This design comes from an exercise in tuning for a short achievable clock period and few clock cycles on the open sky130 flow, not from production work. In this exercise RTL edits were held to simulation tests only and were not proved equivalent to the original. Power is estimated from default activity; no workload was simulated.

==> inputs of branch quartz <==
==> flow/design.v (excerpt) <==
module nibble_core (
    input  wire         clk,
    input  wire         rst_n,         
    input  wire         cmd_valid,
    output wire         cmd_ready,
    input  wire [127:0] cmd_word,
    output reg          done,
    output reg  [2:0]   result,
    output reg          vram_req,
    output reg          vram_we,
    output reg  [15:0]  vram_addr,
    output reg  [7:0]   vram_wdata,
    input  wire         vram_gnt,
    input  wire [7:0]   vram_rdata,
    output reg          text_req,
    output reg  [15:0]  text_addr,
    input  wire         text_gnt,
    input  wire [7:0]   text_rdata,
    output reg          font_req,
    output reg  [8:0]   font_addr,
    input  wire         font_gnt,
    input  wire [7:0]   font_rdata
);
==> flow/config.mk <==
export PLATFORM = sky130hd
export DESIGN_NAME = nibble_core
export DESIGN_NICKNAME = nibble_core
export VERILOG_FILES = /design/flow/design.v
export SDC_FILE = /design/flow/constraint.sdc
export NUM_CORES = 4
export LEC_CHECK = 0
export CAP_MARGIN = 20
export CORE_MARGIN = 2
export CORE_UTILIZATION = 40
export SLEW_MARGIN = 20
==> flow/constraint.sdc <==
create_clock -name core_clock -period 6.5 [get_ports {clk}]
set_input_delay 1.3000 -clock core_clock [delete_from_list [all_inputs] [get_ports {clk}]]
set_output_delay 1.3000 -clock core_clock [all_outputs]
set_load 0.01 [all_outputs]
run.sh (not shown) runs the stock make flow with config.mk's settings and CLKGATE_MAP_FILE= SYNTH_SCRIPT=/design/flow/synth_recipe.tcl, a recipe that flattens the netlist after the stock synthesis.
==> branch sierra: changes against branch quartz <==
--- a/flow/design.v
+++ b/flow/design.v
@@ -2,11 +2,11 @@
     input  wire         clk,
     input  wire         rst_n,         
     input  wire         cmd_valid,
     output wire         cmd_ready,
     input  wire [127:0] cmd_word,
-    output reg          done,
+    output wire         done,
     output reg  [2:0]   result,
     output reg          vram_req,
     output reg          vram_we,
     output reg  [15:0]  vram_addr,
     output reg  [7:0]   vram_wdata,
@@ -45,12 +45,18 @@
     localparam M_RMW  = 2'd1;
     localparam M_GLY  = 2'd2;
     reg [15:0]  ADDR;
     reg         STEP;
     reg         busy;                
-    assign cmd_ready = !busy;
-    wire accept = cmd_valid && !busy;
+    reg         done_q;              
+    wire        done_now;            
+    assign done      = done_q || done_now;
+    assign cmd_ready = !busy || done_now;
+    wire accept = cmd_valid && cmd_ready;
+    reg [127:0] cw;
+    reg         dec;
+    always @(posedge clk) cw <= cmd_word;
     reg         run;                 
     reg [1:0]   mode;
     reg         upd_addr;            
     reg [7:0]   fill;                
     reg [7:0]   rmw_m, rmw_v;
@@ -87,11 +93,11 @@
     reg [5:0]   f_char;
     reg [2:0]   f_row;
     reg         fo_buf;  reg [2:0] fo_row;     
     reg         fcap_q;
     reg         fcap_buf; reg [2:0] fcap_row;
-    wire [127:0] dw = cmd_word;
+    wire [127:0] dw = cw;
     wire [7:0]   d_op  = dw[7:0];
     wire [15:0]  d_a   = dw[23:8];
     wire [7:0]   d_v8  = dw[15:8];
     wire [7:0]   d_rv  = dw[23:16];
     wire [15:0]  d_x   = dw[23:8];
@@ -193,12 +199,13 @@
     wire [7:0]  fifo_head  = (f_cnt != 4'd0) ? fd[f_rp] : vram_rdata;
     wire [3:0]  rd_occ     = f_cnt + {3'd0, rd_cap_q} + {3'd0, vram_req && !vram_we};
     wire w_ready = w_active && w_gate && (!w_part || fifo_avail);
     wire r_ready = (r_cnt != 8'd0) && (!r_col || b_ok) && (rd_occ < 4'd8);
     wire port_free = !vram_req || vram_gnt;
-    wire do_w = port_free && w_ready;
-    wire do_r = port_free && !w_ready && r_ready;
+    wire do_r = port_free && r_ready;
+    wire do_w = port_free && !r_ready && w_ready;
+    assign done_now = run && !w_active && vram_req && vram_we && vram_gnt;
     wire pop  = do_w && w_part;
     wire [15:0] r_addr_eff = r_base + (r_col ? toff : 16'd0);
     wire [5:0] f_lead = f_char - w_i;
     wire       f_can  = sc_n_ok && (f_char < sc_n) && (f_lead[5:1] == 5'd0);
     reg        sc_n_ok;    
@@ -206,22 +213,22 @@
     wire [7:0] tc = text_rdata;
     wire       tc_ok = (tc[7:5] == 3'b001) || (tc[7:5] == 3'b010);
     integer j;
     always @(posedge clk) begin
         if (!rst_n) begin
-            busy <= 1'b0; done <= 1'b0; result <= E_OK;
+            busy <= 1'b0; done_q <= 1'b0; result <= E_OK; dec <= 1'b0;
             ADDR <= 16'd0; STEP <= 1'b0;
             run <= 1'b0; w_active <= 1'b0; r_cnt <= 8'd0;
             vram_req <= 1'b0; vram_we <= 1'b0;
             text_req <= 1'b0; font_req <= 1'b0;
             rd_cap_q <= 1'b0; tcap_q <= 1'b0; fcap_q <= 1'b0;
             f_cnt <= 4'd0; f_wp <= 3'd0; f_rp <= 3'd0;
             sc_active <= 1'b0; sc_n_ok <= 1'b0; sc_n <= 6'd0;
             gv0 <= 8'd0; gv1 <= 8'd0;
             upd_addr <= 1'b0;
         end else begin
-            done <= 1'b0;
+            done_q <= 1'b0;
             rd_cap_q <= vram_req && vram_gnt && !vram_we;
             if (rd_cap_q) begin
                 fd[f_wp] <= vram_rdata;
                 f_wp <= f_wp + 3'd1;
             end
@@ -273,26 +280,47 @@
                 end else begin
                     r_cnt  <= r_cnt - 8'd1;
                     r_base <= r_base + RB;
                 end
             end
-            if (run && !w_active && port_free) begin
+            if (done_now) begin
                 run      <= 1'b0;
-                done     <= 1'b1;
-                result   <= E_OK;
                 busy     <= 1'b0;
                 vram_req <= 1'b0;
                 sc_n_ok  <= 1'b0;
             end
+            fcap_q <= font_req && font_gnt;
+            fcap_buf <= fo_buf;
+            fcap_row <= fo_row;
+            if (fcap_q) begin
+                if (fcap_buf) begin
+                    G1[{fcap_row, 3'd0} +: 8] <= font_rdata;
+                    gv1[fcap_row] <= 1'b1;
+                end else begin
+                    G0[{fcap_row, 3'd0} +: 8] <= font_rdata;
+                    gv0[fcap_row] <= 1'b1;
+                end
+            end
+            if (font_free) begin
+                font_req <= 1'b0;
+                if (f_can) begin
+                    font_req  <= 1'b1;
+                    font_addr <= {codes[f_char], f_row};
+                    fo_buf    <= f_char[0];
+                    fo_row    <= f_row;
+                    f_row     <= f_row + 3'd1;
+                    if (f_row == 3'd7) f_char <= f_char + 6'd1;
+                end
+            end
             tcap_q <= text_req && text_gnt;
             if (text_req && text_gnt) text_addr <= text_addr + 16'd1;
             if (sc_active && tcap_q) begin
                 if (tc == 8'd0) begin
                     sc_active <= 1'b0;
                     text_req  <= 1'b0;
                     if (sc_colbad || sc_n == 6'd0) begin
-                        done     <= 1'b1;
+                        done_q     <= 1'b1;
                         result   <= sc_colbad ? E_COLOR : E_OK;
                         busy     <= 1'b0;
                         vram_req <= 1'b0;
                         font_req <= 1'b0;
                         sc_n_ok  <= 1'b0;
@@ -305,11 +333,11 @@
                         b_ok      <= 1'b1;
                     end
                 end else if (sc_cursor >= W - 7 || sc_ybad || !tc_ok) begin
                     sc_active <= 1'b0;
                     text_req  <= 1'b0;
-                    done      <= 1'b1;
+                    done_q      <= 1'b1;
                     result    <= (sc_cursor >= W - 7 || sc_ybad) ? E_ADDR : E_CHAR;
                     busy      <= 1'b0;
                     vram_req  <= 1'b0;
                     font_req  <= 1'b0;
                     sc_n_ok   <= 1'b0;
@@ -318,34 +346,14 @@
                     codes[sc_n] <= {~tc[5], tc[4:0]};
                     sc_n      <= sc_n + 6'd1;
                     sc_cursor <= sc_cursor + 18'd8;
                 end
             end
-            fcap_q <= font_req && font_gnt;
-            fcap_buf <= fo_buf;
-            fcap_row <= fo_row;
-            if (fcap_q) begin
-                if (fcap_buf) begin
-                    G1[{fcap_row, 3'd0} +: 8] <= font_rdata;
-                    gv1[fcap_row] <= 1'b1;
-                end else begin
-                    G0[{fcap_row, 3'd0} +: 8] <= font_rdata;
-                    gv0[fcap_row] <= 1'b1;
-                end
-            end
-            if (font_free) begin
-                font_req <= 1'b0;
-                if (f_can) begin
-                    font_req  <= 1'b1;
-                    font_addr <= {codes[f_char], f_row};
-                    fo_buf    <= f_char[0];
-                    fo_row    <= f_row;
-                    f_row     <= f_row + 3'd1;
-                    if (f_row == 3'd7) f_char <= f_char + 6'd1;
-                end
-            end
-            if (accept) begin
+            dec <= accept;
+            if (accept) busy <= 1'b1;
+            if (dec) begin
+                busy <= 1'b0;
                 w_k <= 8'd0; w_r <= 8'd0; w_i <= 6'd0; w_tail <= 1'b0;
                 w_ni_last <= 6'd0;
                 f_cnt <= 4'd0; f_wp <= 3'd0; f_rp <= 3'd0;
                 b_ok <= 1'b1;
                 upd_addr <= 1'b0;
@@ -353,114 +361,147 @@
                 r_col <= 1'b0; r_cnt <= 8'd0;
                 font_req <= 1'b0; fcap_q <= 1'b0;
                 a0r <= (d_op == OP_DRAWSTRING) ? d_sa0 : d_a0;
                 result <= E_OK;
                 if (!d_legal) begin
-                    done <= 1'b1; result <= E_ILL;
+                    done_q <= 1'b1; result <= E_ILL;
                 end else begin
                     case (d_op)
                     OP_SETADDR: begin
-                        done <= 1'b1;
+                        done_q <= 1'b1;
                         if (d_a >= SBC) result <= E_ADDR;
                         else            ADDR <= d_a;
                     end
                     OP_SETSTEP: begin
-                        done <= 1'b1;
+                        done_q <= 1'b1;
                         STEP <= dw[8];
                     end
                     OP_WRBYTE: begin
                         if (ADDR >= SBC) begin
-                            done <= 1'b1; result <= E_ADDR;
+                            done_q <= 1'b1; result <= E_ADDR;
                         end else begin
                             busy <= 1'b1; run <= 1'b1; w_active <= 1'b1;
                             mode <= M_FILL; fill <= d_v8;
                             w_addr <= ADDR; w_rowaddr <= ADDR; w_charbase <= ADDR;
                             w_nk_last <= 8'd0; w_nr_last <= 8'd0;
                             ADDR <= ADDR + {15'd0, STEP};
+                            vram_req <= 1'b1; vram_we <= 1'b1;
+                            vram_addr <= ADDR; vram_wdata <= d_v8;
+                            w_active <= 1'b0;
                         end
                     end
                     OP_RMW: begin
                         if (ADDR >= SBC) begin
-                            done <= 1'b1; result <= E_ADDR;
+                            done_q <= 1'b1; result <= E_ADDR;
                         end else if (STEP) begin
-                            done <= 1'b1; result <= E_STEP;
+                            done_q <= 1'b1; result <= E_STEP;
                         end else begin
                             busy <= 1'b1; run <= 1'b1; w_active <= 1'b1;
                             mode <= M_RMW; rmw_m <= d_v8; rmw_v <= d_rv;
                             w_addr <= ADDR; w_rowaddr <= ADDR; w_charbase <= ADDR;
                             w_nk_last <= 8'd0; w_nr_last <= 8'd0;
-                            r_base <= ADDR; r_cnt <= 8'd1; nr <= 8'd1; toff <= 16'd0;
+                            r_base <= ADDR; r_cnt <= 8'd0; nr <= 8'd1; toff <= 16'd0;
+                            vram_req <= 1'b1; vram_we <= 1'b0; vram_addr <= ADDR;
                         end
                     end
                     OP_CLEAR: begin
                         if (d_v8 > 8'd15) begin
-                            done <= 1'b1; result <= E_COLOR;
+                            done_q <= 1'b1; result <= E_COLOR;
                         end else begin
                             busy <= 1'b1; run <= 1'b1; w_active <= 1'b1;
                             mode <= M_FILL; fill <= {d_v8[3:0], d_v8[3:0]};
                             w_addr <= 16'd0; w_rowaddr <= 16'd0; w_charbase <= 16'd0;
                             w_nk_last <= RB - 1; w_nr_last <= H - 1;
                             ADDR <= SBC; STEP <= 1'b1;
                         end
                     end
                     OP_SETPIXEL: begin
                         if (d_xoor || d_yoor) begin
-                            done <= 1'b1; result <= E_ADDR;
+                            done_q <= 1'b1; result <= E_ADDR;
                         end else if (d_pc > 8'd15) begin
-                            done <= 1'b1; result <= E_COLOR;
+                            done_q <= 1'b1; result <= E_COLOR;
                         end else begin
                             busy <= 1'b1; run <= 1'b1; w_active <= 1'b1; upd_addr <= 1'b1;
                             mode <= M_FILL; fill <= {d_pc[3:0], d_pc[3:0]};
                             w_addr <= d_a0; w_rowaddr <= d_a0; w_charbase <= d_a0;
                             w_nk_last <= 8'd0; w_nr_last <= 8'd0;
                             head_p <= d_x[0]; tail_p <= !d_x[0];
-                            r_col <= !d_x[0]; r_base <= d_a0; r_cnt <= 8'd1; nr <= 8'd1;
+                            r_col <= !d_x[0]; r_base <= d_a0; r_cnt <= 8'd0; nr <= 8'd1;
                             toff <= 16'd0;
+                            vram_req <= 1'b1; vram_we <= 1'b0; vram_addr <= d_a0;
                         end
                     end
                     OP_DRAWLINE: begin
                         if (d_xoor || d_x1oor || d_yoor || d_y1oor) begin
-                            done <= 1'b1; result <= E_ADDR;
+                            done_q <= 1'b1; result <= E_ADDR;
                         end else if (!d_vert && !d_horz) begin
-                            done <= 1'b1; result <= E_GEOM;
+                            done_q <= 1'b1; result <= E_GEOM;
                         end else if (d_lc > 8'd15) begin
-                            done <= 1'b1; result <= E_COLOR;
+                            done_q <= 1'b1; result <= E_COLOR;
                         end else begin
                             busy <= 1'b1; run <= 1'b1; w_active <= 1'b1; upd_addr <= 1'b1;
                             mode <= M_FILL; fill <= {d_lc[3:0], d_lc[3:0]};
                             w_addr <= d_a0; w_rowaddr <= d_a0; w_charbase <= d_a0;
                             r_base <= d_a0;
                             if (d_vert) begin
                                 w_nk_last <= 8'd0; w_nr_last <= d_vnr;
                                 head_p <= d_x[0]; tail_p <= !d_x[0];
-                                r_col <= !d_x[0]; r_cnt <= d_vnr + 8'd1; nr <= d_vnr + 8'd1;
+                                r_col <= !d_x[0]; r_cnt <= d_vnr; nr <= d_vnr + 8'd1;
+                                r_base <= d_a0 + RB;
                                 toff <= 16'd0;
+                                vram_req <= 1'b1; vram_we <= 1'b0; vram_addr <= d_a0;
                             end else begin
                                 w_nk_last <= d_hnk; w_nr_last <= 8'd0;
                                 head_p <= d_x[0]; tail_p <= !d_x1[0];
-                                r_col <= !d_x[0];
-                                r_cnt <= (d_x[0] || !d_x1[0]) ? 8'd1 : 8'd0;
                                 nr <= 8'd1;
                                 toff <= {8'd0, d_hnk};
+                                if (d_x[0]) begin
+                                    vram_req <= 1'b1; vram_we <= 1'b0; vram_addr <= d_a0;
+                                    r_col <= 1'b1;
+                                    r_cnt <= !d_x1[0] ? 8'd1 : 8'd0;
+                                end else if (d_x1[0]) begin
+                                    vram_req <= 1'b1; vram_we <= 1'b1; vram_addr <= d_a0;
+                                    vram_wdata <= {d_lc[3:0], d_lc[3:0]};
+                                    if (d_hnk == 8'd0) begin
+                                        w_active <= 1'b0;
+                                        ADDR <= d_a0;
+                                        STEP <= 1'b0;
+                                    end else begin
+                                        w_k <= 8'd1;
+                                        w_addr <= d_a0 + 16'd1;
+                                    end
+                                end else begin
+                                    r_col <= 1'b1;
+                                    r_cnt <= 8'd1;
+                                end
                             end
                         end
                     end
                     OP_DRAWGLYPH: begin
                         if (d_gxoor || d_gyoor) begin
-                            done <= 1'b1; result <= E_ADDR;
+                            done_q <= 1'b1; result <= E_ADDR;
                         end else if (d_gfg > 8'd15 || d_gbg > 8'd15) begin
-                            done <= 1'b1; result <= E_COLOR;
+                            done_q <= 1'b1; result <= E_COLOR;
                         end else begin
                             busy <= 1'b1; run <= 1'b1; w_active <= 1'b1; upd_addr <= 1'b1;
                             mode <= M_GLY; xodd <= d_x[0];
                             fg <= d_gfg[3:0]; bg <= d_gbg[3:0];
                             G0 <= dw[119:56]; gv0 <= 8'hFF; gv1 <= 8'h00;
                             w_addr <= d_a0; w_rowaddr <= d_a0; w_charbase <= d_a0;
                             w_nk_last <= 8'd3; w_nr_last <= 8'd7;
                             head_p <= d_x[0]; tail_p <= d_x[0];
-                            r_base <= d_a0; r_cnt <= d_x[0] ? 8'd8 : 8'd0; nr <= 8'd8;
+                            nr <= 8'd8;
                             toff <= 16'd4;
+                            vram_req <= 1'b1; vram_we <= !d_x[0]; vram_addr <= d_a0;
+                            vram_wdata <= {dw[63] ? d_gfg[3:0] : d_gbg[3:0],
+                                           dw[62] ? d_gfg[3:0] : d_gbg[3:0]};
+                            if (d_x[0]) begin
+                                r_base <= d_a0 + RB; r_cnt <= 8'd7;
+                            end else begin
+                                r_cnt <= 8'd0;
+                                w_k <= 8'd1; w_addr <= d_a0 + 16'd1;
+                            end
                         end
                     end
                     OP_DRAWSTRING: begin
                         busy <= 1'b1;
                         mode <= M_GLY; xodd <= d_sx[0]; upd_addr <= 1'b1;
@@ -481,11 +522,11 @@
                         sc_n_ok   <= 1'b1;
                         f_char    <= 6'd0;
                         f_row     <= 3'd0;
                     end
                     default: begin
-                        done <= 1'b1; result <= E_ILL;
+                        done_q <= 1'b1; result <= E_ILL;
                     end
                     endcase
                 end
             end
         end
==> flow/config.mk (replaced) <==
export PLATFORM = sky130hd
export DESIGN_NAME = nibble_core
export DESIGN_NICKNAME = nibble_core
export VERILOG_FILES = /design/flow/design.v
export SDC_FILE = /design/flow/constraint.sdc
export NUM_CORES = 4
export LEC_CHECK = 0
export ABC_CLOCK_PERIOD_IN_PS = 3500
export CAP_MARGIN = 20
export CORE_MARGIN = 2
export CORE_UTILIZATION = 40
export SETUP_SLACK_MARGIN = 2.5
export SLEW_MARGIN = 20
==> summary.txt <==
| metric | branch quartz | branch sierra |
|---|---|---|
| Clock group total power | 5170 uW | 6430 uW |
| Met2 Use GR | 45.8% | 44.7% |
| TritonCTS Buffers | 90 | 100 |
| CP Data Arrival Time | 5.76 ns | 4.66 ns |
| Total area of multi-input combinational cells | 0.0199 sq mm | 0.0238 sq mm |
| Status | complete, no violations | complete, no violations |
| Power attributed to sequential cells | 5910 uW | 6880 uW |
| Most numerous cell on the critical path | sky130_fd_sc_hd__o21ai_0 | sky130_fd_sc_hd__nand2_1 |
| Avg Vias per Cell | 6.27 | 6.46 |
| Startpoint of the most critical setup path | cmd_word[34] | ADDR[10] |
| Die span in x | 336 microns | 356 microns |
| Worst path bufs/invs | 1 | 2 |
| Layout Skew | 0.0320 ns | 0.0330 ns |
| Total placed cells including tap cells | 5,555 | 6,359 |
| Int Power | 9480 uW | 11,500 uW |
Testbench counts of branch quartz, summed over its fixed seeds: cycles 105,480.
Testbench counts of branch sierra, summed over its fixed seeds: cycles 104,608.

[what the ideal ports hide]
In the flow no input, the clock included, has a driving cell. The finished layouts below were timed again as built, in two steps.
Step 1 (the two cells are an assumption about what drives the block):
set clk [get_ports {clk}]
set_driving_cell -lib_cell sky130_fd_sc_hd__clkbuf_16 $clk
set_driving_cell -lib_cell sky130_fd_sc_hd__buf_2 [delete_from_list [all_inputs] $clk]
Step 2 also shifts input and output timing later by t, the mid clock arrival at the registers, as if the neighbouring blocks saw the same clock.
Slacks: no drivers / after step 1 / after step 2; pairs: no drivers / after step 1.
| run | t (ns) | setup slack, ns | clock arrival spread, ns | pins driven straight from the clock port |
|---|---|---|---|---|
| branch quartz | 0.759 | 1.185 / 1.233 / 0.474 | 0.032 / 0.032 | 1 |
| branch sierra | 0.786 | 2.303 / 2.303 / 1.913 | 0.033 / 0.033 | 1 |
After both steps setup and hold are still met in every run listed. For branch quartz, which loses most, drivers alone change the setup slack by +0.048 ns; drivers and shift together by -0.711 ns.
